This design comes from an exercise in tuning for small area, a short achievable clock period and few clock cycles on the open sky130 flow, not from production work.
At most, simulation tests tie the RTL to the original design; equivalence was not proved.
Only the layout flow was run in run 4; the RTL was not checked for function there.
Power is estimated from default activity; no workload was simulated.

===== design/flow/config.mk =====
export PLATFORM = sky130hd
export DESIGN_NAME = fha_sponge
export DESIGN_NICKNAME = fha_sponge
export VERILOG_FILES = /design/flow/design.v
export SDC_FILE = /design/flow/constraint.sdc
export NUM_CORES = 8
export LEC_CHECK = 0
export ABC_CLOCK_PERIOD_IN_PS = 9000
export CAP_MARGIN = 30
export CORE_MARGIN = 2
export CORE_UTILIZATION = 40
export SLEW_MARGIN = 30

===== design/flow/constraint.sdc =====
create_clock -name core_clock -period 20.0 [get_ports {clk}]
set_input_delay 4.0000 -clock core_clock [delete_from_list [all_inputs] [get_ports {clk}]]
set_output_delay 4.0000 -clock core_clock [all_outputs]
set_load 0.01 [all_outputs]

===== design/flow/design.v =====
module fha_rc_rom (
    input  wire [2:0]  round,
    input  wire [2:0]  lane,
    output reg  [63:0] rc
);
    always @* begin
        case ({round, lane})
            6'd0: rc = 64'hE220A8397B1DCDAF;
            6'd1: rc = 64'h6E789E6AA1B965F4;
            6'd2: rc = 64'h06C45D188009454F;
            6'd3: rc = 64'hF88BB8A8724C81EC;
            6'd4: rc = 64'h1B39896A51A8749B;
            6'd5: rc = 64'h53CB9F0C747EA2EA;
            6'd6: rc = 64'h2C829ABE1F4532E1;
            6'd7: rc = 64'hC584133AC916AB3C;
            6'd8: rc = 64'h3EE5789041C98AC3;
            6'd9: rc = 64'hF3B8488C368CB0A6;
            6'd10: rc = 64'h657EECDD3CB13D09;
            6'd11: rc = 64'hC2D326E0055BDEF6;
            6'd12: rc = 64'h8621A03FE0BBDB7B;
            6'd13: rc = 64'h8E1F7555983AA92F;
            6'd14: rc = 64'hB54E0F1600CC4D19;
            6'd15: rc = 64'h84BB3F97971D80AB;
            6'd16: rc = 64'h7D29825C75521255;
            6'd17: rc = 64'hC3CF17102B7F7F86;
            6'd18: rc = 64'h3466E9A083914F64;
            6'd19: rc = 64'hD81A8D2B5A4485AC;
            6'd20: rc = 64'hDB01602B100B9ED7;
            6'd21: rc = 64'hA9038A921825F10D;
            6'd22: rc = 64'hEDF5F1D90DCA2F6A;
            6'd23: rc = 64'h54496AD67BD2634C;
            6'd24: rc = 64'hDD7C01D4F5407269;
            6'd25: rc = 64'h935E82F1DB4C4F7B;
            6'd26: rc = 64'h69B82EBC92233300;
            6'd27: rc = 64'h40D29EB57DE1D510;
            6'd28: rc = 64'hA2F09DABB45C6316;
            6'd29: rc = 64'hEE521D7A0F4D3872;
            6'd30: rc = 64'hF16952EE72F3454F;
            6'd31: rc = 64'h377D35DEA8E40225;
            6'd32: rc = 64'h0C7DE8064963BAB0;
            6'd33: rc = 64'h05582D37111AC529;
            6'd34: rc = 64'hD254741F599DC6F7;
            6'd35: rc = 64'h69630F7593D108C3;
            6'd36: rc = 64'h417EF96181DAA383;
            6'd37: rc = 64'h3C3C41A3B43343A1;
            6'd38: rc = 64'h6E19905DCBE531DF;
            6'd39: rc = 64'h4FA9FA7324851729;
            6'd40: rc = 64'h84EB4454A792922A;
            6'd41: rc = 64'h134F7096918175CE;
            6'd42: rc = 64'h07DC930B302278A8;
            6'd43: rc = 64'h12C015A97019E937;
            6'd44: rc = 64'hCC06C31652EBF438;
            6'd45: rc = 64'hECEE65630A691E37;
            6'd46: rc = 64'h3E84ECB1763E79AD;
            6'd47: rc = 64'h690ED476743AAE49;
            6'd48: rc = 64'h774615D7B1A1F2E1;
            6'd49: rc = 64'h22B353F04F4F52DA;
            6'd50: rc = 64'hE3DDD86BA71A5EB1;
            6'd51: rc = 64'hDF268ADEB6513356;
            6'd52: rc = 64'h2098EB73D4367D77;
            6'd53: rc = 64'h03D6845323CE3C71;
            6'd54: rc = 64'hC952C5620043C714;
            6'd55: rc = 64'h9B196BCA844F1705;
            6'd56: rc = 64'h30260345DD9E0EC1;
            6'd57: rc = 64'hCF448A5882BB9698;
            6'd58: rc = 64'hF4A578DCCBC87656;
            6'd59: rc = 64'hBFDEAED9A17B3C8F;
            6'd60: rc = 64'hED79402D1D5C5D7B;
            6'd61: rc = 64'h55F070AB1CBBF170;
            6'd62: rc = 64'h3E00A34929A88F1D;
            6'd63: rc = 64'hE255B237B8BB18FB;
            default: rc = 64'd0;
        endcase
    end
endmodule
module fha_round (
    input  wire [7:0]  sel,      
    input  wire [63:0] w0,
    input  wire [63:0] w1,
    input  wire [63:0] w2,
    input  wire [63:0] w3,
    input  wire [63:0] a0,
    input  wire [63:0] b0,
    input  wire [63:0] b1,
    input  wire [63:0] rc,
    output wire [63:0] a_out,
    output wire [63:0] b_out,
    output wire [63:0] c_out
);
    function [63:0] rotl;
        input [63:0] v;
        input integer n;
        rotl = (v << n) | (v >> (64 - n));
    endfunction
    wire [63:0] p = ({64{sel[0]}} & rotl(w1, 63)) | ({64{sel[1]}} & rotl(w1, 19)) |
                    ({64{sel[2]}} & rotl(w1, 39)) | ({64{sel[3]}} & rotl(w1, 15)) |
                    ({64{sel[4]}} & rotl(w1, 23)) | ({64{sel[5]}} & rotl(w1, 31)) |
                    ({64{sel[6]}} & rotl(w1, 11)) | ({64{sel[7]}} & rotl(a0, 5));
    wire [63:0] a_j;
    fha_add64 u_add1 (.a(w0), .b(p), .s(a_j));
    wire [63:0] q = ({64{sel[0]}} & rotl(w3, 39)) | ({64{sel[1]}} & rotl(w3, 15)) |
                    ({64{sel[2]}} & rotl(w3, 23)) | ({64{sel[3]}} & rotl(w3, 31)) |
                    ({64{sel[4]}} & rotl(w3, 11)) | ({64{sel[5]}} & rotl(a0, 5));
    wire [63:0] a_j2;
    fha_add64 u_add2 (.a(w2), .b(q), .s(a_j2));
    wire [63:0] r = ({64{sel[0]}} & rotl(a_j2, 64 - 21)) | ({64{sel[1]}} & rotl(a_j2, 64 - 3)) |
                    ({64{sel[2]}} & rotl(a_j2, 64 - 31)) | ({64{sel[3]}} & rotl(a_j2, 64 - 33)) |
                    ({64{sel[4]}} & rotl(a_j2, 64 - 45)) | ({64{sel[5]}} & rotl(a_j2, 64 - 5)) |
                    ({64{sel[6]}} & rotl(b0, 64 - 17)) | ({64{sel[7]}} & rotl(b1, 64 - 7));
    wire [63:0] b_j = a_j ^ r;
    assign a_out = a_j;
    assign b_out = b_j;
    fha_add64 u_add3 (.a(b_j), .b(rc), .s(c_out));
endmodule
module fha_add64 (
    input  wire [63:0] a,
    input  wire [63:0] b,
    output wire [63:0] s
);
    reg [63:0] g, p;
    integer l, i;
    always @* begin
        g = a & b;
        p = a ^ b;
        for (l = 0; l < 6; l = l + 1)
            for (i = 0; i < 64; i = i + 1)
                if (((i + 1) % (2 << l)) == 0) begin
                    g[i] = g[i] | (p[i] & g[i - (1 << l)]);
                    p[i] = p[i] & p[i - (1 << l)];
                end
        for (l = 4; l >= 0; l = l - 1)
            for (i = 3 * (1 << l) - 1; i < 64; i = i + (2 << l)) begin
                g[i] = g[i] | (p[i] & g[i - (1 << l)]);
                p[i] = p[i] & p[i - (1 << l)];
            end
    end
    assign s = a ^ b ^ {g[62:0], 1'b0};
endmodule
module fha_sponge (
    input  wire        clk,
    input  wire        rst,         
    input  wire        bus_we,
    input  wire [1:0]  bus_addr,
    input  wire [31:0] bus_wdata,
    output reg  [31:0] bus_rdata
);
    localparam [3:0] ERR_NONE     = 4'h0;
    localparam [3:0] ERR_BUSY     = 4'h1;
    localparam [3:0] ERR_ILLEGAL  = 4'h2;
    localparam [3:0] ERR_CONFIG   = 4'h3;
    localparam [3:0] ERR_SEQUENCE = 4'h4;
    localparam [1:0] S_IDLE = 2'd0;    
    localparam [1:0] S_CMD  = 2'd1;    
    localparam [1:0] S_PERM = 2'd2;    
    localparam [1:0] S_INIT = 2'd3;    
    reg [1:0]    fsm;
    reg [31:0]   pend;
    reg [2:0]    rnd;
    reg [2:0]    stp;
    reg [7:0]    soh;     
    reg [511:0]  ra;      
    reg [511:0]  rb;      
    reg [2:0]    aoff;
    reg [2:0]    boff;
    reg [63:0]   tacc;
    reg [63:0]   a0r;
    reg [63:0]   b0r;
    reg [63:0]   b1r;
    reg [6:0]    fill;
    reg [6:0]    outpos;
    reg          rsel;
    reg          v;
    reg          sqz;
    reg [3:0]    err;
    reg [7:0]    dout;
    wire busy = (fsm != S_IDLE);
    wire [6:0] rate = rsel ? 7'd96 : 7'd64;
    wire cmd_write = bus_we && (bus_addr == 2'd0);
    wire [31:0] w = busy ? pend : bus_wdata;
    wire exec = (fsm == S_IDLE) ? cmd_write : (fsm == S_CMD);
    wire [7:0] arg   = w[15:8];
    wire [7:0] ratef = w[23:16];
    wire is_init   = (w[7:0] == 8'h01) && (w[31:24] == 8'h00);
    wire is_absorb = (w[7:0] == 8'h02) && (w[31:16] == 16'h0000);
    wire is_final  = (w == 32'h0000_0003);
    wire is_sqbyte = (w == 32'h0000_0004);
    wire is_clrerr = (w == 32'h0000_0005);
    wire is_legal  = is_init | is_absorb | is_final | is_sqbyte | is_clrerr;
    wire ratef_ok  = (ratef == 8'h40) || (ratef == 8'h60);
    wire e_illegal = !is_legal;
    wire e_config  = is_init && !ratef_ok;
    wire e_seq     = ((is_absorb || is_final || is_sqbyte) && !v) || (is_sqbyte && !sqz);
    wire ok_abs    = is_absorb && v;
    wire ok_fin    = is_final && v;
    wire ok_sq     = is_sqbyte && v && sqz;
    wire sq_perm   = ok_sq && (outpos == rate);
    wire [3:0] lk  = is_sqbyte ? outpos[6:3] : fill[6:3];
    wire [2:0] bi  = is_sqbyte ? outpos[2:0] : fill[2:0];
    wire acc = lk[3] ? (boff == lk[2:0]) : (aoff == lk[2:0]);
    wire do_abs  = ok_abs && acc;
    wire do_fin  = ok_fin && acc;
    wire do_sq   = ok_sq && !sq_perm && acc;
    wire seek    = (ok_abs || ok_fin || (ok_sq && !sq_perm)) && !acc;
    wire abs_end = do_abs && (fill + 7'd1 == rate);
    wire lane_end = (do_abs || do_sq) && (bi == 3'd7);
    wire exec_done = e_illegal || is_clrerr || e_config || e_seq ||
                     (do_abs && !abs_end) || do_sq;
    wire exec_perm = abs_end || do_fin || sq_perm;
    wire perm_step = (fsm == S_PERM) && (aoff == 3'd0) && (boff == 3'd0);
    wire init_step = (fsm == S_INIT);
    wire [63:0] rc;
    wire [63:0] f_a, f_b, f_c;
    fha_rc_rom u_rom (.round(rnd), .lane(stp), .rc(rc));
    fha_round  u_f (
        .sel(soh),
        .w0(rb[63:0]), .w1(rb[127:64]), .w2(rb[191:128]), .w3(rb[255:192]),
        .a0(a0r), .b0(b0r), .b1(b1r), .rc(rc),
        .a_out(f_a), .b_out(f_b), .c_out(f_c)
    );
    wire [63:0] t_all = tacc ^ f_c;
    wire [63:0] tg = (perm_step && soh[7]) ? t_all : 64'd0;
    function [63:0] rotl;
        input [63:0] x;
        input integer n;
        rotl = (x << n) | (x >> (64 - n));
    endfunction
    wire [511:0] tcor = {rotl(tg, 1), rotl(tg, 7), rotl(tg, 47), rotl(tg, 63),
                         rotl(tg, 5), rotl(tg, 51), rotl(tg, 45), rotl(tg, 25)};
    wire head_b = lk[3];
    wire [7:0] xbyte = do_abs ? arg : 8'h01;
    wire [63:0] xlane = (exec && (do_abs || do_fin)) ? ({56'd0, xbyte} << {bi, 3'b000}) : 64'd0;
    wire pad2 = exec && do_fin;
    wire [2:0] p2pos_a = 3'd7 - aoff;
    wire [2:0] p2pos_b = 3'd3 - boff;
    wire [7:0] p2a = (pad2 && !rsel) ? (8'd1 << p2pos_a) : 8'd0;
    wire [7:0] p2b = (pad2 &&  rsel) ? (8'd1 << p2pos_b) : 8'd0;
    wire [63:0] xa = head_b ? 64'd0 : xlane;
    wire [63:0] xb = head_b ? xlane : 64'd0;
    wire ex_rot = exec && (seek || lane_end);
    wire sh_a = perm_step || init_step || (ex_rot && !head_b) ||
                ((fsm == S_PERM) && (aoff != 3'd0));
    wire sh_b = perm_step || init_step || (ex_rot && head_b) ||
                ((fsm == S_PERM) && (boff != 3'd0));
    reg [63:0] init_lane;
    always @* begin
        case (stp)
            3'd0: init_lane = 64'h0000004141414141;
            3'd1: init_lane = 64'h0000424242424242;
            3'd2: init_lane = 64'h0000434343434343;
            3'd3: init_lane = {56'd0, pend[15:8]};
            default: init_lane = 64'd0;
        endcase
    end
    wire [63:0] a_head = ra[63:0] ^ xa;
    wire [63:0] b_head = rb[63:0] ^ xb;
    wire [63:0] a_in = perm_step ? rb[63:0] : init_step ? init_lane : a_head;
    wire [63:0] b_in = perm_step ? (ra[63:0] ^ f_c ^ tcor[511:448]) :
                       init_step ? 64'd0 : b_head;
    reg [511:0] ra_n, rb_n;
    integer k;
    always @* begin
        ra_n = ra;
        rb_n = rb;
        if (sh_a) begin
            ra_n = {a_in, ra[511:64]};
        end else begin
            ra_n[63:0] = a_head;
            for (k = 0; k < 8; k = k + 1)
                ra_n[64*k + 63] = ra_n[64*k + 63] ^ p2a[k];
        end
        if (sh_b) begin
            rb_n = {b_in, rb[511:64] ^ tcor[447:0]};
        end else begin
            rb_n[63:0] = b_head;
            for (k = 0; k < 8; k = k + 1)
                rb_n[64*k + 63] = rb_n[64*k + 63] ^ p2b[k];
        end
    end
    wire perm_last = perm_step && (rnd == 3'd7) && (stp == 3'd7);
    wire init_last = init_step && (stp == 3'd7);
    wire completing = (exec && exec_done) || perm_last || init_last;
    wire accept = cmd_write && (!busy || completing);
    always @(posedge clk) begin
        ra <= ra_n;
        rb <= rb_n;
        if (sh_a && !perm_step && !init_step) aoff <= aoff + 3'd1;
        if (sh_b && !perm_step && !init_step) boff <= boff + 3'd1;
        if (perm_step) begin
            stp  <= stp + 3'd1;
            soh  <= {soh[6:0], soh[7]};
            if (stp == 3'd7) rnd <= rnd + 3'd1;
            tacc <= (stp == 3'd0) ? f_c : t_all;
            if (stp == 3'd0) begin
                a0r <= f_a;
                b0r <= f_b;
            end
            if (stp == 3'd1) b1r <= f_b;
        end
        if (init_step) stp <= stp + 3'd1;
        if (rst) begin
            fsm    <= S_IDLE;
            fill   <= 7'd0;
            outpos <= 7'd0;
            rsel   <= 1'b0;
            v      <= 1'b0;
            sqz    <= 1'b0;
            err    <= ERR_NONE;
            dout   <= 8'h00;
            aoff   <= 3'd0;
            boff   <= 3'd0;
        end else begin
            if (exec && is_clrerr)
                err <= ERR_NONE;
            else if (err == ERR_NONE) begin
                if (exec && e_illegal)      err <= ERR_ILLEGAL;
                else if (exec && e_config)  err <= ERR_CONFIG;
                else if (exec && e_seq)     err <= ERR_SEQUENCE;
                else if (cmd_write && busy && !completing) err <= ERR_BUSY;
            end
            if (exec && do_abs && !abs_end) begin
                fill <= fill + 7'd1;
                sqz  <= 1'b0;
            end
            if (exec && do_sq) begin
                dout   <= bi[2] ? (bi[1] ? (bi[0] ? (head_b ? rb[63:56] : ra[63:56]) : (head_b ? rb[55:48] : ra[55:48]))
                                         : (bi[0] ? (head_b ? rb[47:40] : ra[47:40]) : (head_b ? rb[39:32] : ra[39:32])))
                                : (bi[1] ? (bi[0] ? (head_b ? rb[31:24] : ra[31:24]) : (head_b ? rb[23:16] : ra[23:16]))
                                         : (bi[0] ? (head_b ? rb[15:8]  : ra[15:8])  : (head_b ? rb[7:0]   : ra[7:0])));
                outpos <= outpos + 7'd1;
            end
            if (exec && exec_perm) begin
                rnd <= 3'd0;
                stp <= 3'd0;
                soh <= 8'd1;
            end
            if (exec && is_init && ratef_ok)
                stp <= 3'd0;
            if (perm_last) begin
                if (pend[2:0] == 3'd2) begin           
                    fill <= 7'd0;
                    sqz  <= 1'b0;
                end else if (pend[2:0] == 3'd3) begin  
                    fill   <= 7'd0;
                    outpos <= 7'd0;
                    sqz    <= 1'b1;
                end else begin                         
                    dout   <= ra[71:64];
                    outpos <= 7'd1;
                end
            end
            if (init_last) begin
                fill   <= 7'd0;
                outpos <= 7'd0;
                sqz    <= 1'b0;
                v      <= 1'b1;
                rsel   <= (pend[23:16] == 8'h60);
                aoff   <= 3'd0;
                boff   <= 3'd0;
            end
            if (accept) pend <= bus_wdata;
            if (accept && busy) begin
                fsm <= S_CMD;
            end else if (exec) begin
                if (exec_done)              fsm <= S_IDLE;
                else if (exec_perm)         fsm <= S_PERM;
                else if (is_init)           fsm <= S_INIT;
                else                        fsm <= S_CMD;
            end else if (completing) begin
                fsm <= S_IDLE;
            end
        end
    end
    wire [31:0] status = {9'd0, outpos, 1'b0, fill, err, rsel, sqz, v, busy};
    always @* begin
        case (bus_addr)
            2'd1:    bus_rdata = status;
            2'd2:    bus_rdata = {24'd0, dout};
            default: bus_rdata = 32'd0;
        endcase
    end
endmodule

===== design/flow/flow/run.sh =====
#!/bin/bash
# Standard layout, with timing repair aiming for a setup slack of 11 ns
# (a tighter target than the 20 ns clock) so the achieved period improves.
set -euo pipefail
bash standard.sh SETUP_SLACK_MARGIN=11 finish > layout.log 2>&1

===== design/flow/standard.sh =====
#!/bin/bash
# synth_recipe.tcl (not shown) runs the flow's synth.tcl, then flattens the netlist and writes it again
# the make line also repeats each setting of config.mk as NAME=value (left out here)
make -C /OpenROAD-flow-scripts/flow DESIGN_CONFIG=/design/flow/config.mk WORK_HOME=/design/flow/orfs CLKGATE_MAP_FILE= SYNTH_SCRIPT=/design/flow/synth_recipe.tcl "${@:-finish}"

==> results.py, run 1 <==
metrics = {
    "die": {
        "die_y_um": 441,
        "core_area_um2": 190000,
        "fp.dieW_um": 441,
        "start_util_pct": 40.2,
        "die_area_um2": 194000,
        "io-pin-count": 69,
        "rows": 160,
    },
    "route": {
        "routed_wirelength_um": 409000,
        "drt_pass1_iterations": 13,
        "wl_per_cell_um": 41.7,
        "vias": 65600,
        "antenna_left": 0,
        "drc_errors": 0,
        "drt_iter0_markers": 12100,
        "via_per_inst": 6.70,
    },
    "worst_setup_path": {
        "critPathLaunchType": "flip-flop",
        "crit_fanout": 57,
        "endpoint": "rb[24]",
        "worstReg2RegStart": "soh[6]",
        "critPathLaunch": "soh[6]",
        "crit_slowest_cell": "xor2_1",
        "end_kind": "flip-flop",
        "critPathArrivalTime_ns": 10.56,
        "rr_endpoint": "rb[24]",
        "r2r_cells": 31,
        "critPathKind": "reg2reg",
        "crit_top_cell": "xor2_1",
        "worstPathRequired_ns": 20.70,
        "r2r_slack_ns": 10.14,
        "slowest_delay_ns": 0.94,
    },
    "timing": {
        "max_slew_margin_pct": 24.2,
        "rsz0062_at_grt": "yes",
        "timing.fmax_ghz": 0.101,
        "skew_ns": 0.0747,
        "worst_pin_slew_ns": 1.13,
        "tns_ns": 0,
        "post-route-min-period_ns": 9.86,
        "hold_viol": 0,
        "min_period_over_period_pct": 49.3,
        "hold_slack_ns": 0.401,
        "finalSetupViolCount": 0,
        "maxSlewViolCount": 0,
    },
    "synth": {
        "yosys.area_share.simple_pct": 10.0,
        "ys_dominant_reg_cell": "edfxtp_1",
        "synthesis.area_um2": 76400,
        "yosysWarnings": 4,
        "synth_xor_xnor_area_share_pct": 11.2,
        "synth_top_family_by_area": "compound AO/OA/AOI/OAI gates",
        "synthMuxAreaShare_pct": 0.449,
        "syn_avg_cell_area_um2": 11.2,
        "syn_inst": 6832,
        "synth_edf_count": 1170,
        "seq_area_frac_synth_pct": 52.7,
        "yosysTopAreaCellShare_pct": 46.0,
        "yosysTopAreaCell": "edfxtp_1",
        "synth_compound_area_share_pct": 16.6,
        "ys_seq_elements": 1426,
        "ys_top_cells_by_area": "edfxtp_1, xnor2_1, dfxtp_1, a22oi_1, xor2_1",
        "synthArstFlopShare_pct": 0,
        "ys_types": 82,
        "synthAdderAreaFrac_pct": 6.33,
    },
    "finish": {
        "fin_nets": 7497,
        "filler_cell_count": 16800,
        "layout-drive-gt1-share_pct": 18.7,
        "fin_util_pct": 49.1,
        "area_growth_pct": 22.2,
        "multi_input_area_um2": 38100,
        "seq_area_um2": 40300,
    },
    "clock_network": {
        "cts_max_level": 4,
        "cts_tree": "done",
        "clockBufferDepth": 3,
        "root_buffer": "clkbuf_16",
        "clock_latency_ns": 0.86,
        "hold_buffers": 0,
        "numClockSinks": 1426,
        "path_clk_slew_ns": 0.07,
        "cts_buffers": 157,
    },
    "placed_design": {
        "io_buffers": 58,
        "dp_hpwl_um": 290000,
        "place_congestion": 1.05,
    },
    "power_and_ir_drop": {
        "power_density_nw_per_um2": 131,
        "pwr-share-comb_pct": 45.5,
        "ir_drop_mv": 0.0986,
        "p_sw_uw": 5050,
        "p_clk_share_pct": 25.0,
        "power_frac_seq_pct": 29.5,
        "p_int_uw": 7150,
        "leakagePower_uw": 0.0327,
        "switching_share_pct": 41.4,
    },
    "global_route": {
        "grt_max_degree": 99,
        "grt_pass1_vias": 60200,
        "grt.overflow.total": 0,
        "grt_pass1_wl_um": 539000,
        "grt.total_usage_pct": 41.0,
        "antenna_found_initial": 26,
    },
    "run": {
        "maxCapViolCount": 0,
    },
    "min_path": {
        "hold_class": "reg2reg",
    },
    "outcome": {
        "status": "no timing/DRC/antenna violations",
    },
}
[flip-flops by register name (all words and copies together), names as in the netlist, 2 cells and up]
signal and flops:
soh 8, err 3, b0r 64, stp 3, outpos 7, a0r 64
u_f.u_add3.b 64, rnd 3, fsm 2, fill 7, b1r 64, dout 8
pend 32, rb 512, boff 3, ra 512, aoff 3, tacc 64
[synthesized netlist by cell type, types with 13 or more instances]
cell,number
a211oi_1,46
a21o_1,133
a21oi_1,359
a222oi_1,56
a22oi_1,631
a311oi_1,23
a31oi_1,41
and2_1,14
and3_1,42
buf_1,99
clkbuf_1,354
dfxtp_1,256
edfxtp_1,1170
fa_1,96
ha_1,233
inv_1,76
mux2i_1,23
nand2_1,608
nand2b_1,27
nand3_1,279
nand4_1,136
nor2_1,389
nor2b_1,15
nor3_1,65
nor4_1,28
o211ai_1,45
o21a_1,18
o21ai_0,240
o21ai_1,13
o221ai_1,72
o22ai_1,30
o31ai_1,15
or2_2,15
xnor2_1,607
xor2_1,366
[what timing repair did]
item	CTS	global route
pin swaps	89	103
gates cloned	17	2
setup buffers	166	124
setup endpoints to repair	1469	1070
endpoints found under the hold margin	0	0
resized for setup	515	281
[per-stage QoR]
| stage | instances | area [um^2] | setup slack (ns) | power (uW) |
|---|---|---|---|---|
| after floorplan | 6841 | 76800 | 6.61 | 5620 |
| after CTS | 9645 | 90500 | 10.35 | 11500 |
| final | 9791 | 93300 | 10.14 | 12200 |
| after global placement | 9171 | 80600 | 7.93 | 7660 |
| after global routing | 9777 | 93300 | 10.15 | 12400 |
| after detailed placement | 9173 | 80700 | 8.20 | 7660 |
[power by group through the flow]
stage	combinational, uW	clock, uW	sequential, uW
floorplan	2100	0	3520
global placement	3990	0	3660
detailed placement	4000	0	3660
CTS	4890	3060	3580
global route	5600	3170	3590
finish	5550	3050	3600
[kinds of logic (layout without fill, tap and decap cells)]
logic type | Yosys count | in the layout
compound gates | 1843 | 1843
simple gates | 1678 | 1681
flops | 1426 | 1426
xor+xnor | 973 | 973
buf+inv | 549 | 966
fa+ha+maj | 329 | 329
mux | 33 | 33
other cells | 1 | 29
[metal layers]
metal	share of wire, %	track usage, %
met1	37	52.9
met2	41	58.0
met3	12	11.7
met4	9.8	31.2
met5	0.027	0.0248
[worst min path at each step]
| stage | cells past startpoint | startpoint | end | slack [ns] |
|---|---|---|---|---|
| after CTS | 0 | ra[208] | ra[144] | 0.41 |
| after global routing | 0 | ra[432] | ra[368] | 0.41 |
| after floorplan | 0 | ra[164] | ra[100] | 0.40 |
| after global placement | 0 | ra[259] | ra[195] | 0.40 |
| after detailed placement | 0 | ra[177] | ra[113] | 0.40 |
| final | 0 | ra[304] | ra[240] | 0.40 |
[cells in the final DEF (no fill, tap or decap), types with 44 or more instances in the layout]
cell and n:
nand3_1 240, xor2_4 47, buf_12 60, edfxtp_1 1170
dfxtp_1 248, inv_1 63, nor3_1 56, a22oi_1 623
o211ai_1 45, xnor2_1 547, ha_1 209, xor2_2 78
buf_6 55, fa_1 60, a21o_1 132, o221ai_1 44
o21ai_0 218, nor2_1 376, buf_4 392, clkbuf_16 159
nand4_1 136, xnor2_2 47, a21oi_1 337, a222oi_1 56
nand2_1 552, xor2_1 241
[worst max-delay path, delay by kind of cell, from the launching register on]
kind,cells,cell delay (ns)
and+or+nand+nor,8,1.64
buffers and inverters,2,0.71
xor gates and xnor gates,6,2.45
adders and majority gates,4,1.57
AOI/OAI and AO/OA,11,2.58
DFF,1,0.73
[area by class of cell]
type / instances / area share (%)
antenna: 19 / 0.0509
clock buffer: 191 / 4.41
clock inverter: 98 / 1.35
inverter: 78 / 0.365
multi-input combinational: 4869 / 40.8
sequential: 1426 / 43.2
tap: 2511 / 3.37
timing repair buffer: 596 / 6.51
timing repair inverter: 3 / 0.0214
Testbench counts, summed over its fixed seeds: cycles 35,470.
==> run 2: changes to the inputs <==
==> design/flow/run.sh (new file) <==
#!/bin/bash
# synth_recipe.tcl (not shown) runs the flow's synth.tcl, then flattens the netlist and writes it again
# the make line also repeats each setting of config.mk as NAME=value (left out here)
make -C /OpenROAD-flow-scripts/flow DESIGN_CONFIG=/design/flow/config.mk WORK_HOME=/design/flow/orfs CLKGATE_MAP_FILE= SYNTH_SCRIPT=/design/flow/synth_recipe.tcl finish
removed: design/flow/flow/run.sh
removed: design/flow/standard.sh
==> results.py, run 2 <==
metrics = {
    "clock_network": {
        "clockBufferDepth": 3,
        "numClockSinks": 1426,
        "root_buffer": "clkbuf_16",
        "postCtsSetupBuffers": 0,
        "clock_latency_ns": 0.87,
        "path_clk_slew_ns": 0.07,
        "cts_max_level": 4,
        "hold_buffers": 0,
        "cts_tree": "done",
        "cts_buffers": 159,
        "post_cts_resize_count": 0,
    },
    "die": {
        "core_area_um2": 190000,
        "start_util_pct": 40.2,
        "die_y_um": 441,
        "fp.dieW_um": 441,
        "io-pin-count": 69,
        "rows": 160,
        "die_area_um2": 194000,
    },
    "route": {
        "via_per_inst": 6.70,
        "drt_iter0_markers": 12100,
        "wl_per_cell_um": 41.2,
        "antenna_left": 0,
        "routed_wirelength_um": 390000,
        "drc_errors": 0,
        "vias": 63500,
        "drt_pass1_iterations": 8,
    },
    "timing": {
        "post-route-min-period_ns": 12.38,
        "hold_viol": 0,
        "rsz0062_at_grt": "no",
        "finalSetupViolCount": 0,
        "tns_ns": 0,
        "maxSlewViolCount": 0,
        "skew_ns": 0.104,
        "worst_pin_slew_ns": 1.16,
        "min_period_over_period_pct": 61.9,
        "max_slew_margin_pct": 22.7,
        "timing.fmax_ghz": 0.0808,
    },
    "placed_design": {
        "place_congestion": 1.04,
        "dp_hpwl_um": 287000,
        "placedCellCount": 9164,
        "io_buffers": 58,
    },
    "synth": {
        "synth_top_family_by_area": "compound AO/OA/AOI/OAI gates",
        "yosysTopAreaCellShare_pct": 46.0,
        "synthArstFlopShare_pct": 0,
        "synth_compound_area_share_pct": 16.6,
        "synthesis.area_um2": 76400,
        "synthMuxAreaShare_pct": 0.449,
        "yosysWarnings": 4,
        "ys_types": 82,
        "syn_avg_cell_area_um2": 11.2,
        "ys_dominant_reg_cell": "edfxtp_1",
        "yosysTopAreaCell": "edfxtp_1",
        "synth_xor_xnor_area_share_pct": 11.2,
        "synth_edf_count": 1170,
        "yosys-top-cells-count": "edfxtp_1, a22oi_1, nand2_1, xnor2_1, nor2_1",
        "yosys.cell_count.top_type": "edfxtp_1",
        "seq_area_frac_synth_pct": 52.7,
        "syn_inst": 6832,
        "yosys.area_share.simple_pct": 10.0,
        "ys_top_cells_by_area": "edfxtp_1, xnor2_1, dfxtp_1, a22oi_1, xor2_1",
        "ys_seq_elements": 1426,
        "synthAdderAreaFrac_pct": 6.33,
    },
    "worst_setup_path": {
        "worstReg2RegStart": "soh[5]",
        "critPathKind": "reg2reg",
        "end_kind": "flip-flop",
        "slowest_delay_ns": 0.92,
        "crit_slowest_cell": "dfxtp_4",
        "worstPathRequired_ns": 20.59,
        "critPathLaunch": "soh[5]",
        "critPathArrivalTime_ns": 12.97,
        "crit_fanout": 61,
        "critPathLaunchType": "flip-flop",
    },
    "power_and_ir_drop": {
        "ir_drop_mv": 0.0894,
        "leakagePower_uw": 0.0297,
        "power_density_nw_per_um2": 126,
    },
    "finish": {
        "fin_cells": 9481,
        "final_common_cell": "edfxtp_1",
        "layout-drive-gt1-share_pct": 8.64,
        "mostFrequentLayoutCells": "edfxtp_1, a22oi_1, xnor2_1",
        "area_growth_pct": 13.0,
        "top_regs": "ra (512), rb (512)",
        "fin_nets": 7184,
        "filler_cell_count": 17500,
    },
    "global_route": {
        "grt_pass1_wl_um": 520000,
        "grt.overflow.total": 0,
        "grt.total_usage_pct": 39.4,
        "grt_max_degree": 187,
        "antenna_found_initial": 33,
        "grt_pass1_vias": 58700,
    },
    "min_path": {
        "worstHoldStart": "ra[476]",
        "hold_class": "reg2reg",
    },
    "outcome": {
        "status": "no timing/DRC/antenna violations",
    },
    "run": {
        "maxCapViolCount": 0,
    },
}
==> run 2: cell count changes in the layout (fill, tap and decap cells not counted), sizes merged, moves of 5 or more <==
cell | before | now
diode | 19 | 14
clkinv | 66 | 78
buf | 548 | 228
clkdlybuf4s50 | 34 | 58
clkbuf | 193 | 182
clkinvlp | 19 | 10
bufbuf | 11 | 0
inv | 75 | 85
==> run 2: path summary, 6_finish.rpt <==
| path | to | slack, ns | cells after the start |
|---|---|---|---|
| setup / recovery | rb[388] | 7.62 | 37 |
| hold / removal | ra[412] | 0.39 | 0 |
| setup reg to reg | rb[388] | 7.62 | 37 |
| hold reg to reg | ra[412] | 0.39 | 0 |
==> run 2: report_power, final <==
| group | switching (uW) | total [uW] | internal, uW |
|---|---|---|---|
| logic | 2940 | 4150 | 1200 |
| clock network | 1340 | 3140 | 1810 |
| registers | 217 | 3620 | 3400 |
| total | 4500 | 10900 | 6410 |
==> run 2: critical path, delay by kind of cell (launching register included) <==
family	cells	cell delay (ns)
XOR/XNOR	5	2.59
AO/OA/AOI/OAI	20	4.98
flip-flops	1	0.92
adder cells (fa/ha/maj)	4	1.40
buffers and inverters	1	0.70
AND/OR/NAND/NOR	7	1.46
==> run 2: through the flow <==
| step | utilization, % | power (uW) | hold slack (ns) | area, um^2 | setup slack (ns) |
|---|---|---|---|---|---|
| after floorplan | - | 5600 | 0.400 | 76400 | 3.20 |
| after global placement | 42.3 | 7590 | 0.400 | 80300 | 7.72 |
| after detailed placement | 42.4 | 7610 | 0.405 | 80600 | 7.68 |
| after CTS | 45.4 | 10700 | 0.395 | 86200 | 7.61 |
| after global routing | 45.4 | 11100 | 0.408 | 86300 | 7.09 |
| final | 45.4 | 10900 | 0.395 | 86300 | 7.62 |
==> run 2: cell families after synthesis <==
| logic type | count (synthesis) |
|---|---|
| buffers and inverters | 549 |
| flip-flops | 1426 |
| AO/OA/AOI/OAI | 1843 |
| XOR/XNOR | 973 |
| adder cells (fa/ha/maj) | 329 |
| AND/OR/NAND/NOR | 1678 |
| other | 1 |
| multiplexers | 33 |
==> run 2: layout make-up <==
type | instances | area [um^2] | area share [%]
inverters | 78 | 323 | 0.374
clock inverters | 118 | 1510 | 1.75
well taps | 2511 | 3140 | 3.64
flip-flops and latches | 1426 | 40300 | 46.7
multi-input cells | 4866 | 34400 | 39.8
clock buffers | 181 | 4110 | 4.77
repair buffers | 287 | 2510 | 2.91
diodes | 14 | 35.0 | 0.0406
==> run 2: routing by layer <==
layer / part of all wire, % / global-route usage [%]
met5: 0.036 / 0
met4: 9.2 / 28.9
met3: 12 / 11.7
met2: 41 / 55.4
met1: 38 / 51.2
==> run 3: changes to the inputs <==
==> design/flow/flow/run.sh (new file) <==
#!/bin/bash
# Standard layout, with timing repair aiming for a setup slack of 8 ns
# (a tighter target than the 20 ns clock) so the achieved period improves.
set -euo pipefail
bash standard.sh SETUP_SLACK_MARGIN=8 finish > layout.log 2>&1
==> design/flow/standard.sh (new file) <==
#!/bin/bash
# synth_recipe.tcl (not shown) runs the flow's synth.tcl, then flattens the netlist and writes it again
# the make line also repeats each setting of config.mk as NAME=value (left out here)
make -C /OpenROAD-flow-scripts/flow DESIGN_CONFIG=/design/flow/config.mk WORK_HOME=/design/flow/orfs CLKGATE_MAP_FILE= SYNTH_SCRIPT=/design/flow/synth_recipe.tcl "${@:-finish}"
removed: design/flow/run.sh
==> results.py, run 3 <==
metrics = {
    "worst_setup_path": {
        "crit_fanout": 113,
        "worstPathRequired_ns": 20.74,
        "crit_buf_inv": 2,
        "slowest_delay_ns": 0.74,
        "end_kind": "flip-flop",
        "r2r_cells": 35,
        "critPathLaunchType": "flip-flop",
        "path_depth": 35,
        "crit_top_cell": "a21o_1",
        "critPathTopFamily": "compound AO/OA/AOI/OAI gates",
        "critPathKind": "reg2reg",
        "crit_slowest_cell": "buf_4",
        "critPathArrivalTime_ns": 12.19,
    },
    "clock_network": {
        "numClockSinks": 1426,
        "hold_buffers": 0,
        "root_buffer": "clkbuf_16",
        "cts_max_level": 4,
        "path_clk_slew_ns": 0.06,
        "clockBufferDepth": 3,
        "clock_latency_ns": 0.84,
        "cts_tree": "done",
        "cts_buffers": 154,
    },
    "finish": {
        "fin_nets": 7203,
        "fin_area_um2": 86100,
        "final_common_cell": "edfxtp_1",
        "fin_cells": 9495,
        "filler_cell_count": 17500,
        "area_growth_pct": 12.7,
        "layout-drive-gt1-share_pct": 8.83,
        "top_regs": "ra (512), rb (512)",
        "mostFrequentLayoutCells": "edfxtp_1, a22oi_1, xnor2_1",
    },
    "global_route": {
        "grt_pass1_vias": 58000,
        "grt_max_degree": 189,
        "grt_pass1_wl_um": 524000,
        "antenna_found_initial": 32,
        "grt.overflow.total": 0,
        "grt.total_usage_pct": 39.8,
    },
    "route": {
        "vias": 63100,
        "antenna_left": 0,
        "wl_per_cell_um": 41.6,
        "routed_wirelength_um": 395000,
        "drt_iter0_markers": 12300,
        "drt_pass1_iterations": 12,
        "drc_errors": 0,
        "via_per_inst": 6.64,
    },
    "timing": {
        "timing.fmax_ghz": 0.0874,
        "tns_ns": 0,
        "min_period_over_period_pct": 57.2,
        "maxSlewViolCount": 0,
        "finalSetupViolCount": 0,
        "max_slew_margin_pct": 20.8,
        "rsz0062_at_grt": "no",
        "hold_slack_ns": 0.396,
        "hold_viol": 0,
        "worst_pin_slew_ns": 1.19,
        "skew_ns": 0.0554,
        "post-route-min-period_ns": 11.44,
    },
    "synth": {
        "yosysTopAreaCell": "edfxtp_1",
        "ys_types": 82,
        "seq_area_frac_synth_pct": 52.7,
        "synthesis.area_um2": 76400,
        "yosys.cell_count.top_type": "edfxtp_1",
        "ys_dominant_reg_cell": "edfxtp_1",
        "yosysWarnings": 4,
        "syn_inst": 6832,
        "ys_top_cells_by_area": "edfxtp_1, xnor2_1, dfxtp_1, a22oi_1, xor2_1",
        "synth_edf_count": 1170,
        "synthArstFlopShare_pct": 0,
        "yosysTopAreaCellShare_pct": 46.0,
        "yosys-top-cells-count": "edfxtp_1, a22oi_1, nand2_1, xnor2_1, nor2_1",
        "ys_seq_elements": 1426,
        "syn_avg_cell_area_um2": 11.2,
    },
    "placed_design": {
        "io_buffers": 58,
        "dpl_cell_area_um2": 80700,
        "dp_hpwl_um": 292000,
        "placedCellCount": 9185,
        "place_congestion": 1.04,
    },
    "power_and_ir_drop": {
        "ir_drop_mv": 0.0822,
        "leakagePower_uw": 0.0295,
        "power_density_nw_per_um2": 125,
    },
    "die": {
        "fp.dieW_um": 441,
        "die_y_um": 441,
        "start_util_pct": 40.2,
        "io-pin-count": 69,
        "rows": 160,
        "core_area_um2": 190000,
        "die_area_um2": 194000,
    },
    "min_path": {
        "hold_class": "reg2reg",
        "hold_depth": 0,
    },
    "run": {
        "maxCapViolCount": 0,
    },
    "outcome": {
        "status": "no timing/DRC/antenna violations",
    },
}
run 3: cell counts after synthesis:
No cell type changed its count.
run 3: final timing paths:
check               start       to  slack, ns
setup / recovery   soh[2]   rb[20]       8.56
hold reg to reg   ra[312]  ra[248]       0.40
setup reg to reg   soh[2]   rb[20]       8.56
hold / removal    ra[312]  ra[248]       0.40
run 3: metrics by stage:
step                util, %  worst slack (ns)  total power, uW
floorplan                 -              6.61             5600
global placement       42.4              7.69             7670
detailed placement     42.5              8.03             7670
CTS                    45.2              8.04            10600
global route           45.3              7.98            10900
finish                 45.3              8.56            10700
run 3: cell families (layout without fill, tap and decap cells):
group / count (synthesis) / count (layout) / share of synthesized area [%]
AOI/OAI and AO/OA: 1843 / 1843 / 16.6
muxes: 33 / 33 / 0.449
DFF: 1426 / 1426 / 52.7
xor gates and xnor gates: 973 / 973 / 11.2
other: 1 / 30 / 0.00491
adders and majority gates: 329 / 329 / 6.33
buffers and inverters: 549 / 672 / 2.77
and+or+nand+nor: 1678 / 1678 / 10.0
run 3: what timing repair did:
item	in CTS	in global routing
setup buffers	0	2
setup endpoints to repair	0	51
resized for setup	0	19
run 3: layout make-up:
cell class / count / area, um^2 / area share (%)
diodes: 20 / 50.0 / 0.0582
clock buffers: 190 / 4070 / 4.73
clock inverters: 93 / 1030 / 1.19
inverters: 78 / 310 / 0.361
multi-input cells: 4866 / 34500 / 40.1
flip-flops and latches: 1426 / 40300 / 46.8
well taps: 2511 / 3140 / 3.65
repair buffers: 311 / 2630 / 3.06
run 3: report_power, final:
part           switching, uW  internal [uW]  total, uW
clock network           1280           1620       2900
registers                194           3400       3600
logic                   3000           1230       4230
run 3: layer usage:
metal,up-vias,part of all wire [%],track usage (%)
met2,4935,41,56.0
li1,25700,-,-
met3,1147,12,10.3
met4,8,9.6,30.9
met5,-,0.014,0
met1,31300,38,52.1
==> run 4: changes to the inputs <==
--- a/design/flow/design.v
+++ b/design/flow/design.v
@@ -76,3 +76,3 @@
 module fha_round (
-    input  wire [7:0]  sel,      
+    input  wire [2:0]  step,
     input  wire [63:0] w0,
@@ -94,17 +94,41 @@
     endfunction
-    wire [63:0] p = ({64{sel[0]}} & rotl(w1, 63)) | ({64{sel[1]}} & rotl(w1, 19)) |
-                    ({64{sel[2]}} & rotl(w1, 39)) | ({64{sel[3]}} & rotl(w1, 15)) |
-                    ({64{sel[4]}} & rotl(w1, 23)) | ({64{sel[5]}} & rotl(w1, 31)) |
-                    ({64{sel[6]}} & rotl(w1, 11)) | ({64{sel[7]}} & rotl(a0, 5));
-    wire [63:0] a_j;
-    fha_add64 u_add1 (.a(w0), .b(p), .s(a_j));
-    wire [63:0] q = ({64{sel[0]}} & rotl(w3, 39)) | ({64{sel[1]}} & rotl(w3, 15)) |
-                    ({64{sel[2]}} & rotl(w3, 23)) | ({64{sel[3]}} & rotl(w3, 31)) |
-                    ({64{sel[4]}} & rotl(w3, 11)) | ({64{sel[5]}} & rotl(a0, 5));
-    wire [63:0] a_j2;
-    fha_add64 u_add2 (.a(w2), .b(q), .s(a_j2));
-    wire [63:0] r = ({64{sel[0]}} & rotl(a_j2, 64 - 21)) | ({64{sel[1]}} & rotl(a_j2, 64 - 3)) |
-                    ({64{sel[2]}} & rotl(a_j2, 64 - 31)) | ({64{sel[3]}} & rotl(a_j2, 64 - 33)) |
-                    ({64{sel[4]}} & rotl(a_j2, 64 - 45)) | ({64{sel[5]}} & rotl(a_j2, 64 - 5)) |
-                    ({64{sel[6]}} & rotl(b0, 64 - 17)) | ({64{sel[7]}} & rotl(b1, 64 - 7));
+    reg [63:0] p;
+    always @* begin
+        case (step)
+            3'd0: p = rotl(w1, 63);
+            3'd1: p = rotl(w1, 19);
+            3'd2: p = rotl(w1, 39);
+            3'd3: p = rotl(w1, 15);
+            3'd4: p = rotl(w1, 23);
+            3'd5: p = rotl(w1, 31);
+            3'd6: p = rotl(w1, 11);
+            default: p = rotl(a0, 5);
+        endcase
+    end
+    wire [63:0] a_j = w0 + p;
+    reg [63:0] q;
+    always @* begin
+        case (step)
+            3'd0: q = rotl(w3, 39);
+            3'd1: q = rotl(w3, 15);
+            3'd2: q = rotl(w3, 23);
+            3'd3: q = rotl(w3, 31);
+            3'd4: q = rotl(w3, 11);
+            default: q = rotl(a0, 5);
+        endcase
+    end
+    wire [63:0] a_j2 = w2 + q;
+    reg [63:0] r;
+    always @* begin
+        case (step)
+            3'd0: r = rotl(a_j2, 64 - 21);
+            3'd1: r = rotl(a_j2, 64 - 3);
+            3'd2: r = rotl(a_j2, 64 - 31);
+            3'd3: r = rotl(a_j2, 64 - 33);
+            3'd4: r = rotl(a_j2, 64 - 45);
+            3'd5: r = rotl(a_j2, 64 - 5);
+            3'd6: r = rotl(b0, 64 - 17);
+            default: r = rotl(b1, 64 - 7);
+        endcase
+    end
     wire [63:0] b_j = a_j ^ r;
@@ -112,27 +136,3 @@
     assign b_out = b_j;
-    fha_add64 u_add3 (.a(b_j), .b(rc), .s(c_out));
-endmodule
-module fha_add64 (
-    input  wire [63:0] a,
-    input  wire [63:0] b,
-    output wire [63:0] s
-);
-    reg [63:0] g, p;
-    integer l, i;
-    always @* begin
-        g = a & b;
-        p = a ^ b;
-        for (l = 0; l < 6; l = l + 1)
-            for (i = 0; i < 64; i = i + 1)
-                if (((i + 1) % (2 << l)) == 0) begin
-                    g[i] = g[i] | (p[i] & g[i - (1 << l)]);
-                    p[i] = p[i] & p[i - (1 << l)];
-                end
-        for (l = 4; l >= 0; l = l - 1)
-            for (i = 3 * (1 << l) - 1; i < 64; i = i + (2 << l)) begin
-                g[i] = g[i] | (p[i] & g[i - (1 << l)]);
-                p[i] = p[i] & p[i - (1 << l)];
-            end
-    end
-    assign s = a ^ b ^ {g[62:0], 1'b0};
+    assign c_out = b_j + rc;
 endmodule
@@ -159,3 +159,2 @@
     reg [2:0]    stp;
-    reg [7:0]    soh;     
     reg [511:0]  ra;      
@@ -214,3 +213,3 @@
     fha_round  u_f (
-        .sel(soh),
+        .step(stp),
         .w0(rb[63:0]), .w1(rb[127:64]), .w2(rb[191:128]), .w3(rb[255:192]),
@@ -220,3 +219,3 @@
     wire [63:0] t_all = tacc ^ f_c;
-    wire [63:0] tg = (perm_step && soh[7]) ? t_all : 64'd0;
+    wire [63:0] tg = (perm_step && (stp == 3'd7)) ? t_all : 64'd0;
     function [63:0] rotl;
@@ -289,3 +288,2 @@
             stp  <= stp + 3'd1;
-            soh  <= {soh[6:0], soh[7]};
             if (stp == 3'd7) rnd <= rnd + 3'd1;
@@ -333,3 +331,2 @@
                 stp <= 3'd0;
-                soh <= 8'd1;
             end
==> design/flow/run.sh (new file) <==
#!/bin/bash
# synth_recipe.tcl (not shown) runs the flow's synth.tcl, then flattens the netlist and writes it again
# the make line also repeats each setting of config.mk as NAME=value (left out here)
make -C /OpenROAD-flow-scripts/flow DESIGN_CONFIG=/design/flow/config.mk WORK_HOME=/design/flow/orfs CLKGATE_MAP_FILE= SYNTH_SCRIPT=/design/flow/synth_recipe.tcl finish
removed: design/flow/flow/run.sh
removed: design/flow/standard.sh
==> results.py, run 4 <==
metrics = {
    "clock_network": {
        "clock_latency_ns": 0.86,
        "cts_buffers": 154,
        "cts_tree": "done",
        "numClockSinks": 1418,
        "hold_buffers": 0,
        "post_cts_resize_count": 0,
        "postCtsSetupBuffers": 0,
        "root_buffer": "clkbuf_16",
        "cts_max_level": 4,
        "path_clk_slew_ns": 0.07,
        "clockBufferDepth": 3,
    },
    "timing": {
        "timing.fmax_ghz": 0.0742,
        "skew_ns": 0.0860,
        "finalSetupViolCount": 0,
        "maxSlewViolCount": 0,
        "worst_pin_slew_ns": 1.19,
        "rsz0062_at_grt": "no",
        "tns_ns": 0,
        "min_period_over_period_pct": 67.4,
        "max_slew_margin_pct": 20.4,
        "post-route-min-period_ns": 13.48,
        "hold_viol": 0,
    },
    "worst_setup_path": {
        "crit_slowest_cell": "xor2_1",
        "critPathLaunch": "stp[0]",
        "slowest_delay_ns": 0.85,
        "critPathLaunchType": "flip-flop",
        "crit_fanout": 119,
        "worstReg2RegStart": "stp[0]",
        "critPathKind": "reg2reg",
        "end_kind": "flip-flop",
        "crit_top_cell": "nor2_1",
        "critPathArrivalTime_ns": 14.08,
        "worstPathRequired_ns": 20.60,
    },
    "synth": {
        "synthesis.area_um2": 82700,
        "ys_types": 99,
        "yosys.cell_count.top_type": "edfxtp_1",
        "seq_area_frac_synth_pct": 48.5,
        "yosysTopAreaCellShare_pct": 42.5,
        "ys_top_cells_by_area": "edfxtp_1, xnor2_1, dfxtp_1, nand2_1, ha_1",
        "ys_dominant_reg_cell": "edfxtp_1",
        "ys_seq_elements": 1418,
        "syn_avg_cell_area_um2": 10.1,
        "syn_inst": 8155,
        "yosysTopAreaCell": "edfxtp_1",
        "yosysWarnings": 3,
        "synth_edf_count": 1170,
        "yosys-top-cells-count": "edfxtp_1, nand2_1, xnor2_1, a21oi_1, nor2_1",
        "synthArstFlopShare_pct": 0,
    },
    "global_route": {
        "grt_pass1_wl_um": 564000,
        "grt.overflow.total": 0,
        "grt.total_usage_pct": 38.6,
        "grt_pass1_vias": 66800,
        "antenna_found_initial": 28,
        "grt_max_degree": 201,
    },
    "route": {
        "wl_per_cell_um": 38.7,
        "antenna_left": 0,
        "via_per_inst": 6.78,
        "drc_errors": 0,
        "drt_pass1_iterations": 14,
        "routed_wirelength_um": 419000,
        "drt_iter0_markers": 14500,
        "vias": 73400,
    },
    "power_and_ir_drop": {
        "switching_share_pct": 21.5,
        "ir_drop_mv": 0.0932,
        "power_density_nw_per_um2": 66.8,
        "p_int_uw": 4830,
        "pwr-share-comb_pct": 0.4,
        "power_frac_seq_pct": 51.3,
        "p_sw_uw": 1320,
        "p_clk_share_pct": 48.3,
        "leakagePower_uw": 0.0306,
    },
    "finish": {
        "final_common_cell": "edfxtp_1",
        "seq_area_um2": 40100,
        "fin_area_um2": 92000,
        "layout-drive-gt1-share_pct": 7.80,
        "mostFrequentLayoutCells": "edfxtp_1, nand2_1, xnor2_1",
        "area_growth_pct": 11.3,
        "multi_input_area_um2": 40600,
        "filler_cell_count": 19100,
        "top_regs": "ra (512), rb (512)",
        "fin_nets": 8270,
    },
    "min_path": {
        "hold_class": "reg2reg",
        "worstHoldStart": "ra[136]",
    },
    "die": {
        "start_util_pct": 40.3,
        "fp.dieW_um": 459,
        "die_y_um": 459,
        "io-pin-count": 69,
        "rows": 166,
        "core_area_um2": 205000,
        "die_area_um2": 210000,
    },
    "run": {
        "maxCapViolCount": 0,
    },
    "placed_design": {
        "dp_hpwl_um": 315000,
        "place_congestion": 1.11,
        "io_buffers": 58,
        "dpl_cell_area_um2": 86600,
    },
    "outcome": {
        "status": "no timing/DRC/antenna violations",
    },
}
## run 4: cell families (layout without fill, tap and decap cells)
| kind of cell | count (synthesis) | after routing | synth area share [%] |
|---|---|---|---|
| other cells | 1 | 37 | 0.00453 |
| simple gates | 2258 | 2258 | 12.2 |
| buf+inv | 689 | 638 | 3.25 |
| xor+xnor | 1038 | 1038 | 11.3 |
| fa+ha+maj | 251 | 251 | 3.82 |
| compound gates | 2376 | 2376 | 19.4 |
| mux | 124 | 124 | 1.55 |
| flops | 1418 | 1418 | 48.5 |
## run 4: routing by layer
metal  wire length, um  GRT usage (%)  up-vias  share of wire, %
li1                  -              -    30200                 -
met1            157000           49.5    35900                37
met2            166000           53.5     5879                40
met3             55400           12.7     1430                13
met4             41000           29.7       18               9.8
met5               265          0.551        -             0.063
## run 4: path summary, 6_finish.rpt
kind                                end  slack [ns]  cells past startpoint
worst max-delay path            rb[366]        6.52                     32
worst min register to register   ra[72]        0.38                      0
worst max register to register  rb[366]        6.52                     32
worst min-delay path             ra[72]        0.38                      0
## run 4: worst max-delay path, delay by kind of cell (launching register included)
family	cells	cell delay [ns]
buf+inv	5	1.82
simple gates	7	2.66
fa+ha+maj	3	1.55
xor+xnor	5	2.70
flops	1	0.40
compound gates	12	3.78
## run 4: layout make-up
| type | count | area share (%) |
|---|---|---|
| repair buffers | 259 | 2.43 |
| inverters | 92 | 0.390 |
| flip-flops and latches | 1418 | 43.6 |
| well taps | 2688 | 3.66 |
| diodes | 27 | 0.0734 |
| multi-input cells | 6057 | 44.2 |
| clock buffers | 200 | 4.50 |
| clock inverters | 87 | 1.20 |
## run 4: power by group through the flow
stage	clock (uW)	combinational (uW)	sequential [uW]
after detailed placement	0	26.1	3220
after floorplan	0	12.9	3220
after global placement	0	25.5	3220
after CTS	2990	26.2	3150
final	2970	26.4	3150
after global routing	3110	27.9	3150
## run 4: stage by stage
stage	setup slack, ns	utilization [%]	total power, uW	hold WS, ns	std cells
5_1_grt	6.31	44.8	6290	0.381	10800
2_1_floorplan	0.196	-	3230	0.400	8164
6_report	6.52	44.9	6150	0.382	10800
3_5_place_dp	7.19	42.2	3240	0.405	10500
3_3_place_gp	7.20	42.1	3240	0.400	10500
4_1_cts	7.18	44.8	6170	0.388	10800

## port drivers added, routing unchanged
No port has a modelled driver above. Below, the same layouts with a new extraction and two added sets of constraints. Step 1 (the two cells are an assumption about what drives the block):
set clk [get_ports {clk}]
set_driving_cell -lib_cell sky130_fd_sc_hd__clkbuf_16 $clk
set_driving_cell -lib_cell sky130_fd_sc_hd__buf_2 [delete_from_list [all_inputs] $clk]
Step 2, shift: input delay + t, output delay - t, t = (earliest + latest rising clock arrival at the registers) / 2. This alone moves slack from input paths to output paths. Slacks: ideal ports / drivers / drivers and shift; pairs: ideal ports / drivers.
run	t, ns	slack for setup (ns)	hold slack, ns	worst setup path after step 2	worst register clock-pin slew, ns
run 1	0.907	10.137 / 10.137 / 10.108	0.401 / 0.401 / 0.401	input to register	0.07 / 0.07
run 2	0.907	7.622 / 7.622 / 7.622	0.395 / 0.395 / 0.395	register to register	0.08 / 0.08
run 3	0.906	8.557 / 8.557 / 8.557	0.396 / 0.396 / 0.396	register to register	0.08 / 0.08
run 4	0.906	6.523 / 6.523 / 6.523	0.382 / 0.382 / 0.382	register to register	0.07 / 0.07
After both steps setup and hold are still met in every run listed. For run 1, which loses most, drivers alone change the setup slack by 0.000 ns; drivers and shift together by -0.029 ns.
